Source: an optimization exercise on an open RTL-to-GDS flow (aim: small area). Production flows keep margins and buffers that such runs may drop.
At most, simulation tests tie the RTL to the original design; equivalence was not proved.
No activity file was given, so power comes from the tool's default toggle rates.

==> 08-23 <==
## display_font_rom
module display_font_rom(clk, rst, tick, in_valid, in_data, in_ready, rsp_valid, rsp_data, load, din, sclk);
==> flow/config.mk <==
export PLATFORM = sky130hd
export DESIGN_NAME = display_font_rom
export DESIGN_NICKNAME = display_font_rom
export VERILOG_FILES = /design/flow/design.v
export SDC_FILE = /design/flow/constraint.sdc
export NUM_CORES = 4
export LEC_CHECK = 0
export ABC_AREA = 1
export CAP_MARGIN = 20
export CORE_MARGIN = 2
export CORE_UTILIZATION = 60
export CTS_BUF_LIST = sky130_fd_sc_hd__clkbuf_8
export CTS_CLUSTER_DIAMETER = 45
export CTS_CLUSTER_SIZE = 18
export PLACE_DENSITY = 0.7
export SLEW_MARGIN = 20
==> flow/constraint.sdc <==
create_clock -name core_clock -period 10.0 [get_ports {clk}]
set_input_delay 2.0000 -clock core_clock [delete_from_list [all_inputs] [get_ports {clk}]]
set_output_delay 2.0000 -clock core_clock [all_outputs]
set_load 0.01 [all_outputs]
standard.sh (not shown) runs the stock make flow with config.mk's settings and CLKGATE_MAP_FILE= SYNTH_SCRIPT=/design/flow/synth_recipe.tcl, a recipe that flattens the netlist after the stock synthesis.
==> flow/flow/run.sh <==
#!/bin/bash
set -euo pipefail
export BUFFER_PORTS_ARGS="-buffer_cell sky130_fd_sc_hd__buf_1"
bash standard.sh > standard.log 2>&1
==> 07-15 (differences from 08-23) <==
==> flow/run.sh (new file) <==
#!/bin/bash
# synth_recipe.tcl (not shown) runs the flow's synth.tcl, then flattens the netlist and writes it again
# the make line also repeats each setting of config.mk as NAME=value (left out here)
make -C /OpenROAD-flow-scripts/flow DESIGN_CONFIG=/design/flow/config.mk WORK_HOME=/design/flow/orfs CLKGATE_MAP_FILE= SYNTH_SCRIPT=/design/flow/synth_recipe.tcl finish
removed: flow/flow/run.sh
removed: flow/standard.sh
==> run summary <==
Hold slack: 07-15 is worse than 08-23 (0.0047 ns).
Sequential power is about the same in 08-23 and 07-15.
Sequential cell count is the same in 08-23 and 07-15.
07-15 produced a clean layout. 08-23 finished with timing, DRC and antenna clean.
Against 07-15, the fmax of 08-23 is higher by about 11%.
Of 08-23 and 07-15, 08-23 has the higher sequential share of layout area (gap 0.93 points).
Synthesized cell count is the same in 08-23 and 07-15.
In 08-23 the worst setup slack is better than in 07-15, by 0.62 ns.
==> figures <==
quantity	08-23	07-15
Clock power share	0.293	0.279
Setup WS pre-CTS	4.41 ns	3.78 ns
Part of the power in combinational logic	0.172	0.180
Sink of the worst hold path	tring[25]$_DFF_P_	tring[44]$_DFF_P_
Endpoint arrival time on the critical path	3.62 ns	4.24 ns
Worst reg-to-reg setup slack	6.07 ns	6.13 ns
Detailed-route via count	11.7k	11.8k
PwrDens	236 mW/mm^2	229 mW/mm^2
Fmax achieved	178 MHz	160 MHz
Status	finished clean	finished clean
Final design area excluding fillers	0.0173 sq mm	0.0176 sq mm
Comb group	0.000700 W	0.000725 W
Hold_sp	tring[18]$_DFF_P_	tring[37]$_DFF_P_
Detailed-routed wire length on met3	3490 microns	3340 microns
Worst-case headroom to the max-slew limit	0.423	0.506
Routed vias/inst	5.53	5.59

* * *

==> inputs of run F <==
Another version of the RTL of display_font_rom (not shown whole).
clock: 10.0 ns
lec_check: 0
cap_margin: 20
core_margin: 2
core_utilization: 40
slew_margin: 20
run.sh (not shown) runs the stock make flow with config.mk's settings and CLKGATE_MAP_FILE= SYNTH_SCRIPT=/design/flow/synth_recipe.tcl, a recipe that flattens the netlist after the stock synthesis.
Stock flow here: none of the scripts above is used.
==> run K (differences from run F) <==
ABC_AREA = 1   (was unset)
==> run M (differences from run F) <==
ABC_AREA = 1   (was unset)
CTS_BUF_LIST = sky130_fd_sc_hd__clkbuf_4   (was unset)
==> run summary <==
|  | run M | run K | run F |
|---|---|---|---|
| Fraction of cell area in non-clock buffers | 2.84% | 2.81% | 3.07% |
| Share of final-layout standard cells stronger than drive strength 1 | 10.1% | 6.10% | 8.57% |
| Global-route wire length before repair | 82500 um | 81700 um | 91700 um |
| Met3 routing resource usage after global routing | 4.24% | 3.10% | 3.29% |
| RePlAce Congestion | 0.911 | 0.911 | 0.910 |
| Clock buffers | 186 | 71 | 72 |
| Proportion of power drawn by flip-flops and latches | 40.3% | 37.8% | 45.0% |
| Routed length per placed instance | 16.0 um | 16.5 um | 20.4 um |
| Cell at the root of the clock tree | sky130_fd_sc_hd__clkbuf_4 | sky130_fd_sc_hd__clkbuf_16 | sky130_fd_sc_hd__clkbuf_16 |
| Result of the run | finished clean | finished clean | finished clean |
| Multi-input gate area in the final layout | 8360 um^2 | 8360 um^2 | 10100 um^2 |
| Routed WL | 52200 um | 51700 um | 58300 um |
| Fill cells | 4984 | 4845 | 4906 |
| Arrival time of the worst setup path | 6.94 ns | 6.92 ns | 7.13 ns |
| Part of the power in the clock network | 31.3% | 35.6% | 41.9% |
| Initial antenna violation count | 2 | 0 | 0 |
| Highest clock rate | 157 MHz | 152 MHz | 147 MHz |
| Final-layout clock-cell area share | 6.99% | 7.91% | 7.41% |
| Die Outline Area | 52100 um^2 | 52100 um^2 | 55100 um^2 |

* * *

==> violet <==
Another version of the RTL of display_font_rom (not shown whole).
Settings: LEC_CHECK=0, ABC_AREA=1, CAP_MARGIN=20, CORE_MARGIN=2, CORE_UTILIZATION=60, CTS_BUF_LIST=sky130_fd_sc_hd__clkbuf_8, CTS_CLUSTER_DIAMETER=45, CTS_CLUSTER_SIZE=18, PLACE_DENSITY=0.7, SLEW_MARGIN=20; clock period 10.0 ns.
standard.sh (not shown) runs the stock make flow with config.mk's settings and CLKGATE_MAP_FILE= SYNTH_SCRIPT=/design/flow/synth_recipe.tcl, a recipe that flattens the netlist after the stock synthesis.
==> flow/flow/run.sh <==
#!/bin/bash
set -euo pipefail
export BUFFER_PORTS_ARGS="-buffer_cell sky130_fd_sc_hd__buf_1"
export CTS_ARGS="-sink_clustering_enable -repair_clock_nets -sink_clustering_size 24 -sink_clustering_max_diameter 55 -buf_list sky130_fd_sc_hd__clkbuf_8 -dont_use_dummy_load"
bash standard.sh > standard.log 2>&1
==> pepper: changes against violet <==
==> flow/flow/run.sh (replaced) <==
#!/bin/bash
set -euo pipefail
export BUFFER_PORTS_ARGS="-buffer_cell sky130_fd_sc_hd__buf_1"
bash standard.sh > standard.log 2>&1
==> willow: changes against violet <==
==> flow/flow/run.sh (replaced) <==
#!/bin/bash
set -euo pipefail
export BUFFER_PORTS_ARGS="-buffer_cell sky130_fd_sc_hd__buf_1"
export CTS_ARGS="-sink_clustering_enable -repair_clock_nets -sink_clustering_size 18 -sink_clustering_max_diameter 45 -buf_list sky130_fd_sc_hd__clkbuf_8 -dont_use_dummy_load"
bash standard.sh > standard.log 2>&1
==> run summary <==
item                                                                    pepper                   willow                   violet
Met1 Resource Use GR                                                    38.91%                   39.11%                   38.59%
Fraction of standard cell area that is sequential                       53.73%                   54.79%                   55.21%
Clock tree skew after final layout                                  0.02509 ns               0.06678 ns               0.09101 ns
All-layer global routing usage                                          27.53%                   27.40%                   27.24%
WL met2                                                               15.92 mm                 15.99 mm                 15.92 mm
Clock-cell share of area                                                5.195%                   3.330%                   2.600%
Launching instance or port of the critical path             pring[100]$_DFF_P_       pring[100]$_DFF_P_       pring[101]$_DFF_P_
DRT met1 WL                                                           16.47 mm                 16.47 mm                 16.51 mm
Number of buffers created by CTS                                            40                       40                       31
Max stage delay on crit path                                           0.45 ns                  0.45 ns                  0.52 ns
Fraction of area in multi-input gates                                   32.53%                   33.17%                   33.42%
Switching part of the total power                                       32.53%                   31.28%                   31.66%
Non-filler cells in the finished layout                                   2068                     2042                     2032
Run status                                             complete, no violations  complete, no violations  complete, no violations
CP max FO                                                                    6                        6                        7
Number of global-route vias before repair                                10650                    10570                    10500
Mean number of vias per cell                                             5.604                    5.652                    5.635
GR met3 Demand/Resource                                                 5.676%                   5.274%                   5.349%
Critical path data arrival time                                        3.59 ns                  3.59 ns                  3.62 ns
Number of detailed-route iterations in the first pass                        5                        6                        5
Internal power                                                        2.601 mW                 2.485 mW                 2.404 mW
Wire length after detailed routing                                    37.26 mm                 37.20 mm                 37.10 mm
Clock-pin slew on the worst setup and hold paths                       0.10 ns                  0.09 ns                  0.12 ns

* * *

==> inputs of tundra <==
display_font_rom, a different RTL version from the one above (not shown whole).
Settings: LEC_CHECK=0, ABC_AREA=1, CAP_MARGIN=20, CORE_MARGIN=2, CORE_UTILIZATION=40, CTS_BUF_LIST=sky130_fd_sc_hd__clkbuf_16, CTS_CLUSTER_DIAMETER=60, CTS_CLUSTER_SIZE=30, SLEW_MARGIN=20; clock period 10.0 ns.
run.sh (not shown) runs the stock make flow with config.mk's settings and CLKGATE_MAP_FILE= SYNTH_SCRIPT=/design/flow/synth_recipe.tcl, a recipe that flattens the netlist after the stock synthesis.
Stock flow here: none of the scripts above is used.
==> indigo (differences from tundra) <==
--- a/flow/design.v
+++ b/flow/design.v
@@ -80,29 +80,29 @@
     reg  [6:0] demo_idx;             
     reg  [7:0] demo_cycles_left;
     reg        blink_on;
     reg  [1:0] eff_timer;
     reg  [2:0]  fsm;
     reg         tick_pending;
     reg  [4:0]  pos;                 
-    reg  [6:0]  k;                   
     reg  [4:0]  rem;                 
     reg  [4:0]  bc;                  
-    reg  [7:0]  lit;                 
     reg  [1:0]  cstate;
     reg  [11:0] c_n, c_cnt;
     reg  [2:0]  c_st;
     reg         c_setup;             
     reg         c_text;              
     reg         c_print;
     reg         c_clr;               
+    wire [7:0]  lit = c_n[7:0];              
+    wire [6:0]  k   = c_cnt[6:0];            
     wire [5:0] vis_len = (text_len < {1'b0, win_w}) ? text_len : {1'b0, win_w};
-    wire [6:0] ss_next  = {2'b0, visible_idx} + 7'd1;
-    wire       ss_wrap  = (ss_next + {2'b0, win_w}) > {1'b0, text_len};
-    wire [4:0] ss_idx   = ss_wrap ? 5'd0 : ss_next[4:0];
+    wire [6:0] len_less = {1'b0, text_len} - {2'b0, win_w};
+    wire       ss_wrap  = len_less[6] || ({2'b0, visible_idx} >= len_less);
+    wire [4:0] ss_idx   = ss_wrap ? 5'd0 : visible_idx + 5'd1;
     wire       ss_count = ss_wrap && (cycles_left != 8'd0);
     wire       ss_done  = ss_count && (cycles_left == 8'd1);
     wire [7:0] ds_next  = {1'b0, demo_idx} + 8'd1;
     wire       ds_wrap  = (ds_next + {3'b0, ndig}) > 8'h7F;
     wire [6:0] ds_idx   = ds_wrap ? 7'h20 : ds_next[6:0];
     wire       ds_count = ds_wrap && (demo_cycles_left != 8'd0);
     wire       ds_done  = ds_count && (demo_cycles_left == 8'd1);
@@ -118,29 +118,29 @@
     wire        hdr_fire = in_valid && in_ready && hdr_state;
     wire        pay_fire = in_valid && in_ready && (cstate == C_PAY);
     wire [3:0]  h_op = in_data[31:28];
     wire [7:0]  h_a  = in_data[27:20];
     wire [7:0]  h_b  = in_data[19:12];
     wire [11:0] h_n  = in_data[11:0];
     wire [7:0]  pb   = in_data[7:0];
-    wire [8:0] h_sum    = {1'b0, h_a} + {1'b0, h_b};
-    wire       h_map_ok = (h_n == {3'b0, h_sum}) && (h_a != 8'd0) && (h_b != 8'd0) &&
-                          (h_sum <= 9'd20);
+    wire [5:0] h_sum    = {1'b0, h_a[4:0]} + {1'b0, h_b[4:0]};
+    wire       h_map_ok = (h_a[7:5] == 3'd0) && (h_b[7:5] == 3'd0) &&
+                          (h_n[11:6] == 6'd0) && (h_n[5:0] == h_sum) && (h_n[5:0] <= 6'd20) &&
+                          (h_a[4:0] != 5'd0) && (h_b[4:0] != 5'd0);
     wire       h_print = (h_op == OP_PRINT);
     wire       h_textop = (h_op == OP_SET_TEXT) || h_print;
     wire       h_win   = configured && (h_print ? (h_a < {3'b0, ndig})
                                                 : ((h_a <= h_b) && (h_b < {3'b0, ndig})));
     wire [4:0] h_end   = h_print ? ndig : (h_b[4:0] + 5'd1);    
     wire       h_ign   = h_print && demo_mode;
     wire       h_text_ok = h_textop && h_win && !h_ign;
     wire [5:0] h_len   = (h_n > 12'd32) ? 6'd32 : h_n[5:0];
     wire [1:0]       al_sel = (h_a[1:0] == 2'd3) ? 2'd0 : h_a[1:0];
-    wire signed [7:0] al_d  = $signed({2'b0, text_len}) - $signed({3'b0, win_w});
-    wire [4:0]       al_right  = (al_d > 0) ? al_d[4:0] : 5'd0;
-    wire [4:0]       al_center = (al_d > 0) ? al_d[5:1] : 5'd0;
+    wire [4:0]       al_right  = len_less[6] ? 5'd0 : len_less[4:0];
+    wire [4:0]       al_center = len_less[6] ? 5'd0 : len_less[5:1];
     wire [11:0] rsp_cnt = (c_st == ST_IGNORED) ? c_n :
                           (c_print && c_st == ST_OK) ? ((c_n > 12'd32) ? 12'd32 : c_n) :
                           12'd0;
     assign rsp_valid = (cstate == C_RSP);
     assign rsp_data  = {16'd0, 1'b0, c_st, rsp_cnt};
     wire [6:0] pb_code;
     dfr_segment_encoder u_enc (.code(pb), .stored(pb_code));
@@ -331,23 +331,23 @@
                     end else begin
                         eff_timer <= 2'd0;
                     end
                     fsm <= S_INIT;
                 end
                 S_INIT: begin
                     pos <= 5'd0;
-                    k <= demo_mode ? demo_idx : {2'b0, visible_idx};
+                    c_cnt[6:0] <= demo_mode ? demo_idx : {2'b0, visible_idx};   
                     rem <= demo_mode ? ndig : vis_len[4:0];
                     fsm <= S_FETCH;
                 end
                 S_FETCH: begin
                     if (!fetch_wait) begin
-                        lit <= (in_win && show) ? (cur_glyph | (merge ? 8'h80 : 8'h00)) : 8'h00;
+                        c_n[7:0] <= (in_win && show) ? (cur_glyph | (merge ? 8'h80 : 8'h00)) : 8'h00;   
                         if (in_win) begin
-                            k <= k + (merge ? 7'd2 : 7'd1);
+                            c_cnt[6:0] <= k + (merge ? 7'd2 : 7'd1);
                             rem <= rem - (merge ? 5'd2 : 5'd1);
                         end
                         fsm <= S_ALIGN;
                     end
                 end
                 S_ALIGN: begin
                     if (rq == 5'd2) begin
@@ -357,15 +357,16 @@
                         fsm <= S_SHIFT;
                     end
                 end
                 S_SHIFT: begin
                     if (!sclk) begin
                         sclk <= 1'b1;
                     end else begin
-                        sclk <= 1'b0;
+                        din <= 1'b0;
+            sclk <= 1'b0;
                         if (bc == 5'd23) begin
                             load <= 1'b1;
                             if (pos == ndig - 5'd1) begin
                                 fsm <= S_IDLE;
                             end else begin
                                 pos <= pos + 5'd1;
                                 fsm <= S_FETCH;
Settings changed: CTS_BUF_LIST sky130_fd_sc_hd__clkbuf_16 to sky130_fd_sc_hd__clkbuf_16 sky130_fd_sc_hd__clkbuf_8, CTS_CLUSTER_DIAMETER 60 to 45, CTS_CLUSTER_SIZE 30 to 24.
==> maple (differences from tundra) <==
Settings changed: CTS_BUF_LIST sky130_fd_sc_hd__clkbuf_16 to sky130_fd_sc_hd__clkbuf_8, CTS_CLUSTER_DIAMETER 60 to 50, CTS_CLUSTER_SIZE 30 to 20.
==> delta (differences from tundra) <==
--- a/flow/design.v
+++ b/flow/design.v
@@ -80,29 +80,29 @@
     reg  [6:0] demo_idx;             
     reg  [7:0] demo_cycles_left;
     reg        blink_on;
     reg  [1:0] eff_timer;
     reg  [2:0]  fsm;
     reg         tick_pending;
     reg  [4:0]  pos;                 
-    reg  [6:0]  k;                   
     reg  [4:0]  rem;                 
     reg  [4:0]  bc;                  
-    reg  [7:0]  lit;                 
     reg  [1:0]  cstate;
     reg  [11:0] c_n, c_cnt;
     reg  [2:0]  c_st;
     reg         c_setup;             
     reg         c_text;              
     reg         c_print;
     reg         c_clr;               
+    wire [7:0]  lit = c_n[7:0];              
+    wire [6:0]  k   = c_cnt[6:0];            
     wire [5:0] vis_len = (text_len < {1'b0, win_w}) ? text_len : {1'b0, win_w};
-    wire [6:0] ss_next  = {2'b0, visible_idx} + 7'd1;
-    wire       ss_wrap  = (ss_next + {2'b0, win_w}) > {1'b0, text_len};
-    wire [4:0] ss_idx   = ss_wrap ? 5'd0 : ss_next[4:0];
+    wire [6:0] len_less = {1'b0, text_len} - {2'b0, win_w};
+    wire       ss_wrap  = len_less[6] || ({2'b0, visible_idx} >= len_less);
+    wire [4:0] ss_idx   = ss_wrap ? 5'd0 : visible_idx + 5'd1;
     wire       ss_count = ss_wrap && (cycles_left != 8'd0);
     wire       ss_done  = ss_count && (cycles_left == 8'd1);
     wire [7:0] ds_next  = {1'b0, demo_idx} + 8'd1;
     wire       ds_wrap  = (ds_next + {3'b0, ndig}) > 8'h7F;
     wire [6:0] ds_idx   = ds_wrap ? 7'h20 : ds_next[6:0];
     wire       ds_count = ds_wrap && (demo_cycles_left != 8'd0);
     wire       ds_done  = ds_count && (demo_cycles_left == 8'd1);
@@ -118,29 +118,29 @@
     wire        hdr_fire = in_valid && in_ready && hdr_state;
     wire        pay_fire = in_valid && in_ready && (cstate == C_PAY);
     wire [3:0]  h_op = in_data[31:28];
     wire [7:0]  h_a  = in_data[27:20];
     wire [7:0]  h_b  = in_data[19:12];
     wire [11:0] h_n  = in_data[11:0];
     wire [7:0]  pb   = in_data[7:0];
-    wire [8:0] h_sum    = {1'b0, h_a} + {1'b0, h_b};
-    wire       h_map_ok = (h_n == {3'b0, h_sum}) && (h_a != 8'd0) && (h_b != 8'd0) &&
-                          (h_sum <= 9'd20);
+    wire [5:0] h_sum    = {1'b0, h_a[4:0]} + {1'b0, h_b[4:0]};
+    wire       h_map_ok = (h_a[7:5] == 3'd0) && (h_b[7:5] == 3'd0) &&
+                          (h_n[11:6] == 6'd0) && (h_n[5:0] == h_sum) && (h_n[5:0] <= 6'd20) &&
+                          (h_a[4:0] != 5'd0) && (h_b[4:0] != 5'd0);
     wire       h_print = (h_op == OP_PRINT);
     wire       h_textop = (h_op == OP_SET_TEXT) || h_print;
     wire       h_win   = configured && (h_print ? (h_a < {3'b0, ndig})
                                                 : ((h_a <= h_b) && (h_b < {3'b0, ndig})));
     wire [4:0] h_end   = h_print ? ndig : (h_b[4:0] + 5'd1);    
     wire       h_ign   = h_print && demo_mode;
     wire       h_text_ok = h_textop && h_win && !h_ign;
     wire [5:0] h_len   = (h_n > 12'd32) ? 6'd32 : h_n[5:0];
     wire [1:0]       al_sel = (h_a[1:0] == 2'd3) ? 2'd0 : h_a[1:0];
-    wire signed [7:0] al_d  = $signed({2'b0, text_len}) - $signed({3'b0, win_w});
-    wire [4:0]       al_right  = (al_d > 0) ? al_d[4:0] : 5'd0;
-    wire [4:0]       al_center = (al_d > 0) ? al_d[5:1] : 5'd0;
+    wire [4:0]       al_right  = len_less[6] ? 5'd0 : len_less[4:0];
+    wire [4:0]       al_center = len_less[6] ? 5'd0 : len_less[5:1];
     wire [11:0] rsp_cnt = (c_st == ST_IGNORED) ? c_n :
                           (c_print && c_st == ST_OK) ? ((c_n > 12'd32) ? 12'd32 : c_n) :
                           12'd0;
     assign rsp_valid = (cstate == C_RSP);
     assign rsp_data  = {16'd0, 1'b0, c_st, rsp_cnt};
     wire [6:0] pb_code;
     dfr_segment_encoder u_enc (.code(pb), .stored(pb_code));
@@ -331,23 +331,23 @@
                     end else begin
                         eff_timer <= 2'd0;
                     end
                     fsm <= S_INIT;
                 end
                 S_INIT: begin
                     pos <= 5'd0;
-                    k <= demo_mode ? demo_idx : {2'b0, visible_idx};
+                    c_cnt[6:0] <= demo_mode ? demo_idx : {2'b0, visible_idx};   
                     rem <= demo_mode ? ndig : vis_len[4:0];
                     fsm <= S_FETCH;
                 end
                 S_FETCH: begin
                     if (!fetch_wait) begin
-                        lit <= (in_win && show) ? (cur_glyph | (merge ? 8'h80 : 8'h00)) : 8'h00;
+                        c_n[7:0] <= (in_win && show) ? (cur_glyph | (merge ? 8'h80 : 8'h00)) : 8'h00;   
                         if (in_win) begin
-                            k <= k + (merge ? 7'd2 : 7'd1);
+                            c_cnt[6:0] <= k + (merge ? 7'd2 : 7'd1);
                             rem <= rem - (merge ? 5'd2 : 5'd1);
                         end
                         fsm <= S_ALIGN;
                     end
                 end
                 S_ALIGN: begin
                     if (rq == 5'd2) begin
@@ -357,15 +357,16 @@
                         fsm <= S_SHIFT;
                     end
                 end
                 S_SHIFT: begin
                     if (!sclk) begin
                         sclk <= 1'b1;
                     end else begin
-                        sclk <= 1'b0;
+                        din <= 1'b0;
+            sclk <= 1'b0;
                         if (bc == 5'd23) begin
                             load <= 1'b1;
                             if (pos == ndig - 5'd1) begin
                                 fsm <= S_IDLE;
                             end else begin
                                 pos <= pos + 5'd1;
                                 fsm <= S_FETCH;
==> comparison <==
Against maple, the synthesized cell count of indigo is lower by about 0.37%. Register-to-register slack is about the same in maple and tundra. In delta the area after synthesis is smaller than in tundra, by 3.0%. Against maple, the die area of indigo is smaller by 2.9%. Final cell count, lowest first: delta, indigo, tundra, maple. Non-clock buffer count is the same in maple and tundra. Sequential cell count is the same in indigo and delta. The highest sequential share of layout area belongs to maple, the lowest to indigo. The highest worst hold slack belongs to indigo, the lowest to tundra. Routed wire length: delta is lower than tundra (about 1.2%).
==> figures <==
metric                                                                                                maple                      indigo                       delta                      tundra
Root Buffer Master                                                                sky130_fd_sc_hd__clkbuf_8  sky130_fd_sc_hd__clkbuf_16  sky130_fd_sc_hd__clkbuf_16  sky130_fd_sc_hd__clkbuf_16
Min cycle time layout                                                                               5.96 ns                     6.17 ns                     6.18 ns                     5.99 ns
Number of enable flip-flop cells after synthesis                                                         60                          45                          45                          60
TritonCTS sink count                                                                                    470                         455                         455                         470
Clock input transition at the sequential cells of the worst setup and hold paths                    0.11 ns                     0.08 ns                     0.09 ns                     0.09 ns
Fraction of area in multi-input gates                                                                 0.370                       0.362                       0.367                       0.364
Combinational share of power                                                                          0.180                       0.171                       0.181                       0.168
Sequential power                                                                                    2.26 mW                     2.24 mW                     2.24 mW                     2.26 mW
Combinational logic power                                                                          0.758 mW                    0.842 mW                    0.846 mW                    0.758 mW
Initial core utilization                                                                              0.403                       0.407                       0.407                       0.403
Die Height                                                                                           223 um                      219 um                      219 um                      223 um
Sequential share of the synthesized area                                                              0.524                       0.515                       0.515                       0.524
Multi-Input Combinational                                                                              1377                        1391                        1391                        1377
Avg Synthesized Cell Area                                                                          8.83 um2                    8.60 um2                    8.60 um2                    8.83 um2
P_leak                                                                                              9.01 nW                     9.15 nW                     9.01 nW                     9.15 nW
Endpoint of the lowest-slack register-to-register path                                       k[4]$_DFFE_PP_          c_cnt[6]$_DFFE_PN_          c_cnt[6]$_DFFE_PN_              k[4]$_DFFE_PP_
Status                                                                              complete, no violations     complete, no violations     complete, no violations     complete, no violations
Psw                                                                                                 1.33 mW                     1.52 mW                     1.52 mW                     1.39 mW
Data arrival, critical path                                                                         3.96 ns                     4.17 ns                     4.18 ns                     3.99 ns
Reg-to-reg slack, setup                                                                             5.58 ns                     4.98 ns                     5.04 ns                     5.59 ns
Part of the cycle the worst path needs                                                                0.596                       0.617                       0.618                       0.599
Routed wirelength normalized by instance count                                                      17.5 um                     17.4 um                     17.4 um                     17.4 um
Only the layout flow was run in tundra and maple; the RTL was not checked for function there.

re-timing with driven ports:
The results above use ideal ports. As a check the final layouts listed here were re-extracted and re-timed, cells and wires unchanged.
Step 1 assumes that a clkbuf_16 drives the clock port and a buf_2 every other input.
Step 2 also shifts input and output timing later by t, the mid clock arrival at the registers, as if the neighbouring blocks saw the same clock.
Three values: ideal, step 1, step 2; two values: the first two.
run	t (ns)	slack for setup (ns)	worst setup path after step 2
08-23	0.623	4.379 / 4.348 / 4.348	input to output
07-15	0.627	3.757 / 3.730 / 3.730	input to output
run F	0.654	3.178 / 3.214 / 2.560	input to register
run K	0.645	3.400 / 3.421 / 2.775	input to register
run M	0.915	3.637 / 3.652 / 2.737	input to register
violet	0.661	4.383 / 4.330 / 4.160	input to register
pepper	0.615	4.406 / 4.354 / 4.236	input to register
willow	0.587	4.409 / 4.361 / 4.209	input to register
tundra	0.613	4.012 / 3.961 / 3.961	input to output
indigo	0.633	3.827 / 3.765 / 3.765	input to output
maple	0.687	4.037 / 3.963 / 3.963	input to output
delta	0.619	3.818 / 3.750 / 3.750	input to output
After both steps setup and hold are still met in every run listed. For run M, which loses most, drivers alone change the setup slack by +0.015 ns; drivers and shift together by -0.900 ns.
